This is an optimization exercise on Yosys and OpenROAD, whose aim is small area, a short achievable clock period and few clock cycles per item, not a production implementation. The RTL of this run was laid out without a check of its function. Power and IR drop assume default switching activity.

`design/flow/config.mk`:
```
export PLATFORM = sky130hd
export DESIGN_NAME = csa20_alu
export DESIGN_NICKNAME = csa20_alu
export VERILOG_FILES = /design/flow/design.v
export SDC_FILE = /design/flow/constraint.sdc
export NUM_CORES = 4
export LEC_CHECK = 0
export CAP_MARGIN = 20
export CELL_PAD_IN_SITES_DETAIL_PLACEMENT = 1
export CELL_PAD_IN_SITES_GLOBAL_PLACEMENT = 2
export CORE_MARGIN = 2
export CORE_UTILIZATION = 40
export PLACE_DENSITY = 0.5
export SLEW_MARGIN = 20
export TNS_END_PERCENT = 100
```
`design/flow/constraint.sdc`:
```
create_clock -name core_clock -period 12.0 [get_ports {clk}]
set_input_delay 2.4000 -clock core_clock [delete_from_list [all_inputs] [get_ports {clk}]]
set_output_delay 2.4000 -clock core_clock [all_outputs]
set_load 0.01 [all_outputs]
```
`design/flow/design.v`:
```
module csa20_alu (
    input  wire        clk,
    input  wire        rst,           
    input  wire        in_valid,
    output wire        in_ready,
    input  wire [3:0]  in_ctl,
    input  wire [19:0] in_a,
    input  wire [19:0] in_b,
    output reg         out_valid,
    output reg  [39:0] out_result,
    output reg         cc_ov,
    output reg         cc_uf,
    output reg         cc_dz
);
    localparam [3:0] OP_ADD = 4'd0,  OP_SUB = 4'd1,  OP_MUL = 4'd2,  OP_DIV = 4'd3,
                     OP_AND = 4'd4,  OP_OR  = 4'd5,  OP_NOT = 4'd6,  OP_SLL = 4'd7,
                     OP_SRL = 4'd8,  OP_SRA = 4'd9,  OP_SLA = 4'd10, OP_ROL = 4'd11,
                     OP_ROR = 4'd12;
    reg        ready;        
    reg        pend;         
    reg        mrun;         
    reg        drun;         
    reg        dal;          
    reg        dfix;         
    reg        first;        
    reg [3:0]  cnt;          
    reg [3:0]  octl;         
    reg        f_sub;        
    reg        f_cin;        
    reg        f_as;         
    reg [19:0] oa;           
    reg [19:0] ob;           
    reg        z1_one, z1_two, z1_neg;      
    reg        z2_one, z2_two, z2_neg, z2_low, zc;
    reg        sa, sb;       
    reg        dzero;        
    reg [1:0]  rc;           
    reg [4:0]  rj;
    reg        rred;         
    assign in_ready = ready;
    wire in_mul = (in_ctl == OP_MUL);
    wire in_div = (in_ctl == OP_DIV);
    wire in_sub = (in_ctl == OP_SUB);
    wire in_left = (in_ctl == OP_SLL) | (in_ctl == OP_SLA) | (in_ctl == OP_ROL);
    wire [19:0] dx     = in_a ^ {20{in_a[19]}};                  
    wire [19:0] mm     = in_b ^ {20{in_b[19]}};
    wire        m_sml  = (mm[18:3] == 16'd0);                
    wire [2:0]  dskip  = (|mm[18:17]) ? 3'd7 : (|mm[18:15]) ? 3'd6 : (|mm[18:13]) ? 3'd5 :
                         (|mm[18:11]) ? 3'd4 : (|mm[18:9])  ? 3'd3 : (|mm[18:7])  ? 3'd2 :
                         (|mm[18:5])  ? 3'd1 : 3'd0;
    wire in_rot = (in_ctl == OP_ROL) | (in_ctl == OP_ROR);
    wire in_big = (|in_b[19:5]) | (in_b[4] & (in_b[3] | in_b[2]));
    wire [1:0]  sc    = in_b[1:0];
    wire [1:0]  rc_ld = in_div ? {dskip[0], 1'b0} : in_left ? sc : (2'd0 - sc);
    reg  [4:0]  sjo, rj_ld;
    always @(*) begin
        sjo = 5'd0;
        sjo[in_b[4:2]] = 1'b1;                               
        if (in_div) begin
            rj_ld = 5'd0;
            rj_ld[{1'b0, dskip[2:1]} + 3'd1] = 1'b1;
        end else if (in_left)
            rj_ld = sjo;
        else if (sc != 2'd0)
            rj_ld = {sjo[0], sjo[1], sjo[2], sjo[3], sjo[4]};
        else
            rj_ld = {sjo[1], sjo[2], sjo[3], sjo[4], sjo[0]};
    end
    wire [19:0] oa_ld  = in_b ^ {20{in_div & ~in_b[19]}};
    wire [19:0] ob_ld  = in_div ? dx : in_a;
    wire [19:0] hi   = out_result[39:20];
    wire [21:0] oa22 = {{2{oa[19]}}, oa};
    wire        dcin = f_cin;                                    
    wire [18:0] rg = first ? 19'd0 : hi[18:0];
    wire [21:0] w  = {1'b0, rg, ob[19], ob[18]};
    wire [19:0] rx    = {1'b0, hi[18:0]};
    wire        rx0   = (hi[18:0] == 19'd0);
    wire        tm1   = ((rx ^ oa) == 20'hFFFFF);        
    wire        inv_q = sa ^ sb;
    wire        inc_q = sb & (sa ? tm1 : rx0);
    reg  [21:0] ax;
    reg         bx_en, bx_inv, cx;
    always @(*) begin
        if (drun) begin
            ax = w;                                  bx_en = 1'b1; bx_inv = 1'b0; cx = dcin;
        end else if (dfix) begin
            ax = {3'b000, hi[18:0]} ^ {22{sa}};
            bx_en  = sa ^ sb;
            bx_inv = sa & ~sb;
            cx     = 1'b0;
        end else begin
            ax = {{2{ob[19]}}, ob};                  bx_en = 1'b1; bx_inv = f_sub; cx = f_cin;
        end
    end
    wire [21:0] bx = (oa22 & {22{bx_en}}) ^ {22{bx_inv}};
    wire [21:0] sx = ax + bx + {21'd0, cx};
    wire [21:0] sy = w + {oa22[20:0], dcin} + {21'd0, dcin};
    function [2:0] booth(input [2:0] t);                     
        booth = {t[1] ^ t[0], (t[2] & ~t[1] & ~t[0]) | (~t[2] & t[1] & t[0]), t[2]};
    endfunction
    wire [2:0] bn0 = booth(ob[5:3]);
    wire [2:0] bn1 = booth(ob[7:5]);
    wire [2:0] bl0 = booth({in_a[1:0], 1'b0});
    wire [2:0] bl1 = booth(in_a[3:1]);
    wire [21:0] pp0 = (({22{z1_one}} & oa22) | ({22{z1_two}} & {oa22[20:0], 1'b0})) ^ {22{z1_neg}};
    wire [21:0] pp1 = (({22{z2_one}} & oa22) | ({22{z2_two}} & {oa22[20:0], 1'b0})) ^ {22{z2_neg}};
    wire [19:0] acc = first ? 20'd0 : hi;
    wire [23:0] z0 = mrun ? {{4{acc[19]}}, acc} : {2'b00, w};
    wire [23:0] z1 = {{2{pp0[21]}}, pp0};
    wire [23:0] z2 = {pp1, z2_low, z2_low};
    wire        zi = z1_neg;                                
    wire [23:0] zs = z0 ^ z1 ^ z2;
    wire [23:0] zk = {(z0[22:0] & z1[22:0]) | (z0[22:0] & z2[22:0]) | (z1[22:0] & z2[22:0]), zc};
    wire [23:0] sz = zs + zk + {23'd0, zi};
    wire        qh = ~sy[21];
    wire        ql = qh ? ~sz[21] : ~sx[21];
    reg  [18:0] rn;
    always @(*) begin
        case ({qh, ql})
            2'b00:   rn = w[18:0];
            2'b01:   rn = sx[18:0];
            2'b10:   rn = sy[18:0];
            default: rn = sz[18:0];
        endcase
    end
    wire [19:0] q_fix = (ob ^ {20{inv_q}}) + {19'd0, inc_q};
    wire c20    = sx[20] ^ ax[20] ^ bx[20];                
    wire b_nz   = |oa;
    wire add_ov = f_sub ? (c20 & b_nz) : c20;
    wire [18:0] ua   = ob[18:0];
    wire [18:0] ub   = oa[18:0] ^ {19{f_sub}};
    wire [18:0] up   = ua ^ ub;
    wire [18:0] ug   = ua | ub;
    wire        uz   = (up[0] == f_cin) & (up[18:1] == ug[17:0]);
    wire add_uf = sx[21] & (~sx[19] | uz);
    wire        sh_left = (octl == OP_SLL) | (octl == OP_SLA) | (octl == OP_ROL);
    wire        sh_big  = (|oa[19:5]) | (oa[4] & (oa[3] | oa[2]));    
    reg  [4:0]  res0, res1, res2, res3, res4, js0, js1, js2, jh, rj_red;
    reg  [3:0]  nib;
    integer n, a5, b5;
    always @(*) begin
        for (n = 0; n < 5; n = n + 1) begin
            nib = (n == 4) ? {2'b00, oa[19:18]} : oa[4*n+2 +: 4];
            for (a5 = 0; a5 < 5; a5 = a5 + 1) begin
                case (n)
                    0: res0[a5] = (nib % 5 == a5);
                    1: res1[a5] = (nib % 5 == a5);
                    2: res2[a5] = (nib % 5 == a5);
                    3: res3[a5] = (nib % 5 == a5);
                    default: res4[a5] = (nib % 5 == a5);
                endcase
            end
        end
        js0 = 5'd0; js1 = 5'd0; js2 = 5'd0; jh = 5'd0;
        for (a5 = 0; a5 < 5; a5 = a5 + 1)
            for (b5 = 0; b5 < 5; b5 = b5 + 1) begin
                js0[(a5 + b5) % 5] = js0[(a5 + b5) % 5] | (res0[a5] & res1[b5]);
                js1[(a5 + b5) % 5] = js1[(a5 + b5) % 5] | (res2[a5] & res3[b5]);
            end
        for (a5 = 0; a5 < 5; a5 = a5 + 1)
            for (b5 = 0; b5 < 5; b5 = b5 + 1)
                js2[(a5 + b5) % 5] = js2[(a5 + b5) % 5] | (js0[a5] & js1[b5]);
        for (a5 = 0; a5 < 5; a5 = a5 + 1)
            for (b5 = 0; b5 < 5; b5 = b5 + 1)
                jh[(a5 + b5) % 5] = jh[(a5 + b5) % 5] | (js2[a5] & res4[b5]);
        if (sh_left)
            rj_red = jh;
        else if (oa[1:0] != 2'd0)
            rj_red = {jh[0], jh[1], jh[2], jh[3], jh[4]};
        else
            rj_red = {jh[1], jh[2], jh[3], jh[4], jh[0]};
    end
    reg  [19:0] rot1, rot2;
    always @(*) begin
        case (rc)
            2'd0: rot1 = ob;
            2'd1: rot1 = {ob[18:0], ob[19]};
            2'd2: rot1 = {ob[17:0], ob[19:18]};
            default: rot1 = {ob[16:0], ob[19:17]};
        endcase
        rot2 = ({20{rj[0]}} & rot1)
             | ({20{rj[1]}} & {rot1[15:0], rot1[19:16]})
             | ({20{rj[2]}} & {rot1[11:0], rot1[19:12]})
             | ({20{rj[3]}} & {rot1[7:0],  rot1[19:8]})
             | ({20{rj[4]}} & {rot1[3:0],  rot1[19:4]});
    end
    reg [19:0] mask_l, mask_r;
    reg [19:0] amask;                                         
    integer i;
    always @(*) begin
        for (i = 0; i < 20; i = i + 1) begin
            mask_l[i] = (i[4:0] >= oa[4:0]);
            amask[i]  = ({1'b0, i[4:0]} >= {2'b00, cnt[2:0], 1'b0} + 6'd4);
            mask_r[i] = ({1'b0, i[4:0]} + {1'b0, oa[4:0]} <= 6'd19);
        end
    end
    wire        sh_rot  = (octl == OP_ROL) | (octl == OP_ROR);
    wire        sh_fill = (octl == OP_SRA) & ob[19];
    wire [19:0] mask    = sh_rot ? 20'hFFFFF : (sh_big ? 20'd0 : (sh_left ? mask_l : mask_r));
    wire [19:0] sh_r    = (rot2 & mask) | ({20{sh_fill}} & ~mask);
    reg [19:0] sres;
    always @(*) begin
        case (octl)
            OP_ADD, OP_SUB: sres = sx[19:0];
            OP_DIV:         sres = (dzero | inc_q) ? 20'd0 : sx[19:0];    
            OP_AND:         sres = ob & oa;
            OP_OR:          sres = ob | oa;
            OP_NOT:         sres = ~ob;
            OP_SLL, OP_SLA,
            OP_SRL, OP_SRA,
            OP_ROL, OP_ROR: sres = sh_r;
            default:        sres = 20'd0;
        endcase
    end
    always @(posedge clk) begin
        if (mrun)
            out_result <= {sz[23:4], sz[3:0], ob[19:4]};
        else if (drun)
            out_result <= {1'b0, rn, sz[3:0], ob[19:4]};
        else if (dfix)
            out_result <= {dzero ? 20'd0 : q_fix, sres};
        else if (dal)
            out_result <= {1'b0, rot2[18:0] & ~amask[18:0], sres};
        else
            out_result <= {20'd0, sres};
        if (ready)
            ob <= ob_ld;
        else if (mrun)
            ob <= {sz[3:0], ob[19:4]};
        else if (drun)
            ob <= {ob[17:0], qh, ql};
        else if (dal)
            ob <= rot2 & amask;                               
    end
    always @(posedge clk) begin
        if (rst) begin
            ready     <= 1'b1;
            pend      <= 1'b0;
            mrun      <= 1'b0;
            drun      <= 1'b0;
            dal       <= 1'b0;
            dfix      <= 1'b0;
            out_valid <= 1'b0;
            cc_ov     <= 1'b0;
            cc_uf     <= 1'b0;
            cc_dz     <= 1'b0;
        end else begin
            out_valid <= 1'b0;
            pend      <= 1'b0;
            dfix      <= 1'b0;
            if (pend & rred) begin
                rred  <= 1'b0;
                pend  <= 1'b1;
                ready <= 1'b1;
                rj    <= rj_red;
            end else if (pend) begin
                out_valid <= 1'b1;
                if (f_as) begin
                    cc_ov <= add_ov;
                    cc_uf <= add_uf;
                end
            end
            if (mrun) begin
                first <= 1'b0;
                cnt   <= cnt + 4'd1;
                {z1_one, z1_two, z1_neg} <= bn0;
                {z2_one, z2_two, z2_neg} <= bn1;
                z2_low <= bn1[0];
                zc     <= bn1[0];
                if (cnt == 4'd3) ready <= 1'b1;
                if (cnt == 4'd4) begin
                    mrun      <= 1'b0;
                    out_valid <= 1'b1;
                    cc_ov     <= 1'b0;
                end
            end
            if (drun) begin
                first <= 1'b0;
                cnt   <= cnt + 4'd1;
                if (cnt == 4'd7) begin
                    ready <= 1'b1;
                    drun  <= 1'b0;
                    dfix  <= 1'b1;
                end
            end
            if (dal) begin
                dal   <= 1'b0;
                drun  <= 1'b1;
                first <= 1'b0;
            end
            if (dfix) begin
                out_valid <= 1'b1;
                cc_dz     <= dzero;
            end
            if (ready) begin
                oa    <= oa_ld;
                octl  <= in_ctl;
                f_sub <= in_sub;
                f_cin <= in_sub | (in_div & ~in_b[19]);
                f_as  <= (in_ctl == OP_ADD) | in_sub;
                sa    <= in_a[19];
                sb    <= in_b[19];
                dzero <= (in_b == 20'd0);
                if (in_mul) begin
                    {z1_one, z1_two, z1_neg} <= bl0;
                    {z2_one, z2_two, z2_neg} <= bl1;
                    z2_low <= bl1[0];
                    zc     <= bl1[0];
                end else begin
                    {z1_one, z1_two, z1_neg} <= 3'b101;
                    {z2_one, z2_two, z2_neg} <= 3'b100;
                    z2_low <= in_div & ~in_b[19];
                    zc     <= 1'b0;
                end
                first <= 1'b1;
                cnt   <= ~in_div ? 4'd0 : m_sml ? 4'd14 : {1'b0, dskip};
                rc    <= rc_ld;
                rj    <= rj_ld;
                rred  <= in_rot & in_big;
                if (in_valid) begin
                    pend  <= ~in_mul & ~in_div;
                    mrun  <= in_mul;
                    drun  <= in_div & m_sml;
                    dal   <= in_div & ~m_sml;
                    ready <= ~in_mul & ~in_div & ~(in_rot & in_big);
                end
            end
        end
    end
endmodule
```
`design/flow/flow/run.sh`:
```
#!/bin/bash
set -euo pipefail
export SETUP_SLACK_MARGIN=7.5
export BUFFER_PORTS_ARGS="-buffer_cell sky130_fd_sc_hd__buf_1"
bash standard.sh > standard.log 2>&1
```
`design/flow/standard.sh`:
```
#!/bin/bash
# synth_recipe.tcl (not shown) runs the flow's synth.tcl, then flattens the netlist and writes it again
# the make line also repeats each setting of config.mk as NAME=value (left out here)
make -C /OpenROAD-flow-scripts/flow DESIGN_CONFIG=/design/flow/config.mk WORK_HOME=/design/flow/orfs CLKGATE_MAP_FILE= SYNTH_SCRIPT=/design/flow/synth_recipe.tcl "${@:-finish}"
```
==> results.txt <==
Synth Flop Type=edfxtp_1; Hold Crit Class=flop to flop; design area=23500 um2; multiplexer share of the synthesized area=0.0633; RSZ-0062 raised after global routing=yes; unique cell type count in the Yosys netlist=91; largest family of logic cells by synthesized area=compound AO/OA/AOI/OAI gates; FILL cells=5767; CTS clk-pin slew, worst paths=60 ps; Switching Power=1.65 mW; grt ovf=0; fin crit period=4910 ps; Comb power frac=0.671; Critical Path Fanout Max=20; Port Buffers=91; critical path depth in cells=15; critical path cell sequence=buf_4 -> inv_1 -> o21ai_2 -> a21oi_2 -> ha_2 -> nand2b_4 -> a221oi_4 -> mux2_4 -> and3_4 -> a222oi_1 -> a221oi_4 -> a222oi_1 -> a22oi_2 -> mux4_2 -> a221o_1; WHS=498 ps; detailed-route wire length=100000 um; Worst Setup Start Kind=flop; DR iter-0 viols=2504; Hold Vio Cnt, Final=0; routed len/inst=30.2 um; Via Count=22200; CP bufs+invs=2; Remaining DRCs=0; gr usage total=0.391; multi-input gate area in the final layout=16300 um2; setup TNS=0 ps; Tcrit/Tclk final=0.410; delay-heaviest family, CP=compound AO/OA/AOI/OAI gates; Routability Congestion=0.982; initial antenna violation count=4; first-pass GRT wire length=146000 um; hold depth=2; Initial DRT Pass Iterations=9; Mean Syn Cell Area=7.52 um2; Final Core Density=0.492; full die area=50300 um2; row count=80; register area=3120 um2; final setup margin=7090 ps; Synth Net Count=2789; Pleak=9.26 nW; PwrDens=139 nW/um2; I/O pin cnt=92; worst endpoint required time=12230 ps; CP max stage delay=550 ps; synthesis-to-layout area growth=21.1%; post-synthesis compound-gate area fraction=0.293; number of global-route vias before repair=21600; synthesized flop and latch total=120; clk buf depth=2; simple logic cell fraction of the synthesized area=0.181; outcome=finished clean; FMAX=203 MHz; instance area at placement=20400 um2; # H-tree levels=4; fraction of layout cells with a size suffix above 1=0.181; largest net degree at the start of global routing=79; core area=47800 um2; register area share after synthesis=0.160; clock latency on the worst-skew pair=500 ps; Netlist Area Pre-Place=19400 um2; Clock Sinks=120; Initial Utilization=0.406; max-slew violation count=0; Num CTS Buffers=17; YS warnings=1; worst-margin pin slew=1120 ps; Seq pwr share=0.178; post-synthesis async set-or-reset flop share=0; Int Power=1.63 mW; Root Buffer=clkbuf_16; maxcap violations=0; Setup Viol. Count Final=0; Post-Synth Adder-Cell Area=0.114; relative slew slack=0.251; critical path's slowest cell=a222oi_1; xor/xnor share of the synthesized area=0.124; Cells after Synth=2582; FF-to-FF path depth=15; DR vias/cell=6.69; CP Capture Type=flop; ANT nets after route=0; setup slack at placement=6420 ps; Post-CTS Hold Buffers=0; CTS tree=yes; Die Height=224 um; Final nets=2890; number of enable flip-flop cells after synthesis=70; Crit path arrival time=5150 ps; Die Width=224 um; switch share=0.503; HPWL Detailed=70300 um; worst vdd ir=0.000119 V; critical path class=flop to flop; clk_skew=15.1 ps; clock network fraction of total power=0.150
-- worst paths after layout --
check                                 startpoint               to  slack, ps
worst max-delay path            oa[14]$_DFFE_PP_  rj[4]$_DFFE_PP_       7090
worst min-delay path             pend$_SDFF_PP0_  pend$_SDFF_PP0_        500
worst max register to register  oa[14]$_DFFE_PP_  rj[4]$_DFFE_PP_       7090
worst min register to register   pend$_SDFF_PP0_  pend$_SDFF_PP0_        500
-- sequential cells by signal (all words and copies together) (netlist names), 2 cells and up --
name,count
rj,5
ob,20
rc,2
cnt,4
oa,20
out_result,40
octl,4
-- cell usage after synthesis (19+ instances only) --
cell type / instances / area share
mux4_2: 21 / 0.024
a31oi_1: 20 / 0.0064
o22ai_1: 49 / 0.016
a211oi_1: 34 / 0.013
a22oi_1: 69 / 0.027
nor3_1: 47 / 0.012
inv_1: 118 / 0.023
and3_1: 23 / 0.0074
nor2_1: 230 / 0.044
buf_1: 41 / 0.0079
xnor2_1: 177 / 0.080
a222oi_1: 43 / 0.022
a21oi_1: 232 / 0.060
mux2i_1: 64 / 0.033
clkbuf_1: 150 / 0.029
fa_1: 28 / 0.029
a21o_1: 40 / 0.015
a221oi_1: 27 / 0.012
dfxtp_1: 50 / 0.052
nand2b_1: 31 / 0.010
ha_1: 132 / 0.085
o31ai_1: 19 / 0.0073
edfxtp_1: 70 / 0.11
nor4_1: 20 / 0.0064
nand3_1: 49 / 0.013
o21ai_0: 165 / 0.043
nand2_1: 234 / 0.045
xor2_1: 97 / 0.044
nor2b_1: 38 / 0.012
-- timing repair --
item / in CTS / in global routing
endpoints found under the setup margin: 44 / 40
gates cloned: 10 / 1
pin swaps: 64 / 66
hold endpoints to repair: 0 / 0
buffers inserted: 84 / 41
gates resized for setup: 201 / 119
-- final cells by class --
type	instances	share of cell area
sequential	120	0.133
multi-input combinational	2135	0.692
timing repair buffer	280	0.0983
tap	615	0.0327
antenna	1	0.000106
clock buffer	18	0.0182
inverter	129	0.0217
clock inverter	14	0.00457
-- metrics by stage --
| step | power, mW | instances |
|---|---|---|
| floorplan | 1.75 | 2582 |
| global placement | 2.32 | 3143 |
| detailed placement | 2.34 | 3143 |
| CTS | 3.11 | 3269 |
| global route | 3.41 | 3311 |
| finish | 3.28 | 3312 |
-- power groups by stage --
stage | Sequential (mW) | Combinational [mW] | Clock [mW]
final | 0.584 | 2.20 | 0.492
after global placement | 0.587 | 1.73 | 0
after floorplan | 0.538 | 1.22 | 0
after global routing | 0.584 | 2.32 | 0.509
after detailed placement | 0.589 | 1.75 | 0
after CTS | 0.577 | 2.04 | 0.494
-- cell families after synthesis --
group / count (synthesis)
compound gates: 848
simple gates: 756
buf+inv: 329
xor+xnor: 274
fa+ha+maj: 161
flops: 120
mux: 94
-- cell usage in the layout (no fill, tap or decap), drive strengths merged, types with 64 or more instances in the layout --
cell type and n:
a21oi 232, a22oi 70, buf 269, edfxtp 70, ha 132, inv 118
mux2i 64, nand2 234, nor2 231, o21ai 166, xnor2 177, xor2 97
-- layer usage --
metal / vias to the layer above / routed length [um] / track usage
met5: - / 88 / 0
met4: 2 / 5610 / 0.200
met3: 238 / 8860 / 0.0665
met2: 1128 / 43700 / 0.597
met1: 11100 / 41800 / 0.532
li1: 9679 / - / -
-- worst min-delay path, delay by kind of cell (launching register included) --
kind,cells,cell delay [ps]
DFF,1,320
and+or+nand+nor,1,80
AOI/OAI and AO/OA,1,60

## separate check: timing with driven ports
No port has a modelled driver above. Below, the same layout with a new extraction and two added sets of constraints.
Step 1 assumes that a clkbuf_16 drives the clock port and a buf_2 every other input.
Step 2 also shifts input and output timing later by t, the mid clock arrival at the registers, as if the neighbouring blocks saw the same clock.
Three values: ideal ports, drivers, drivers and shift; two values: the first two.
t (ns): 0.548
setup WS [ns]: 7.086 / 7.086 / 7.086
latest minus earliest clock arrival (ns): 0.015 / 0.015
After both steps this run still meets setup and hold. The setup slack of this run moves by 0.000 ns with the drivers and by 0.000 ns with both steps.
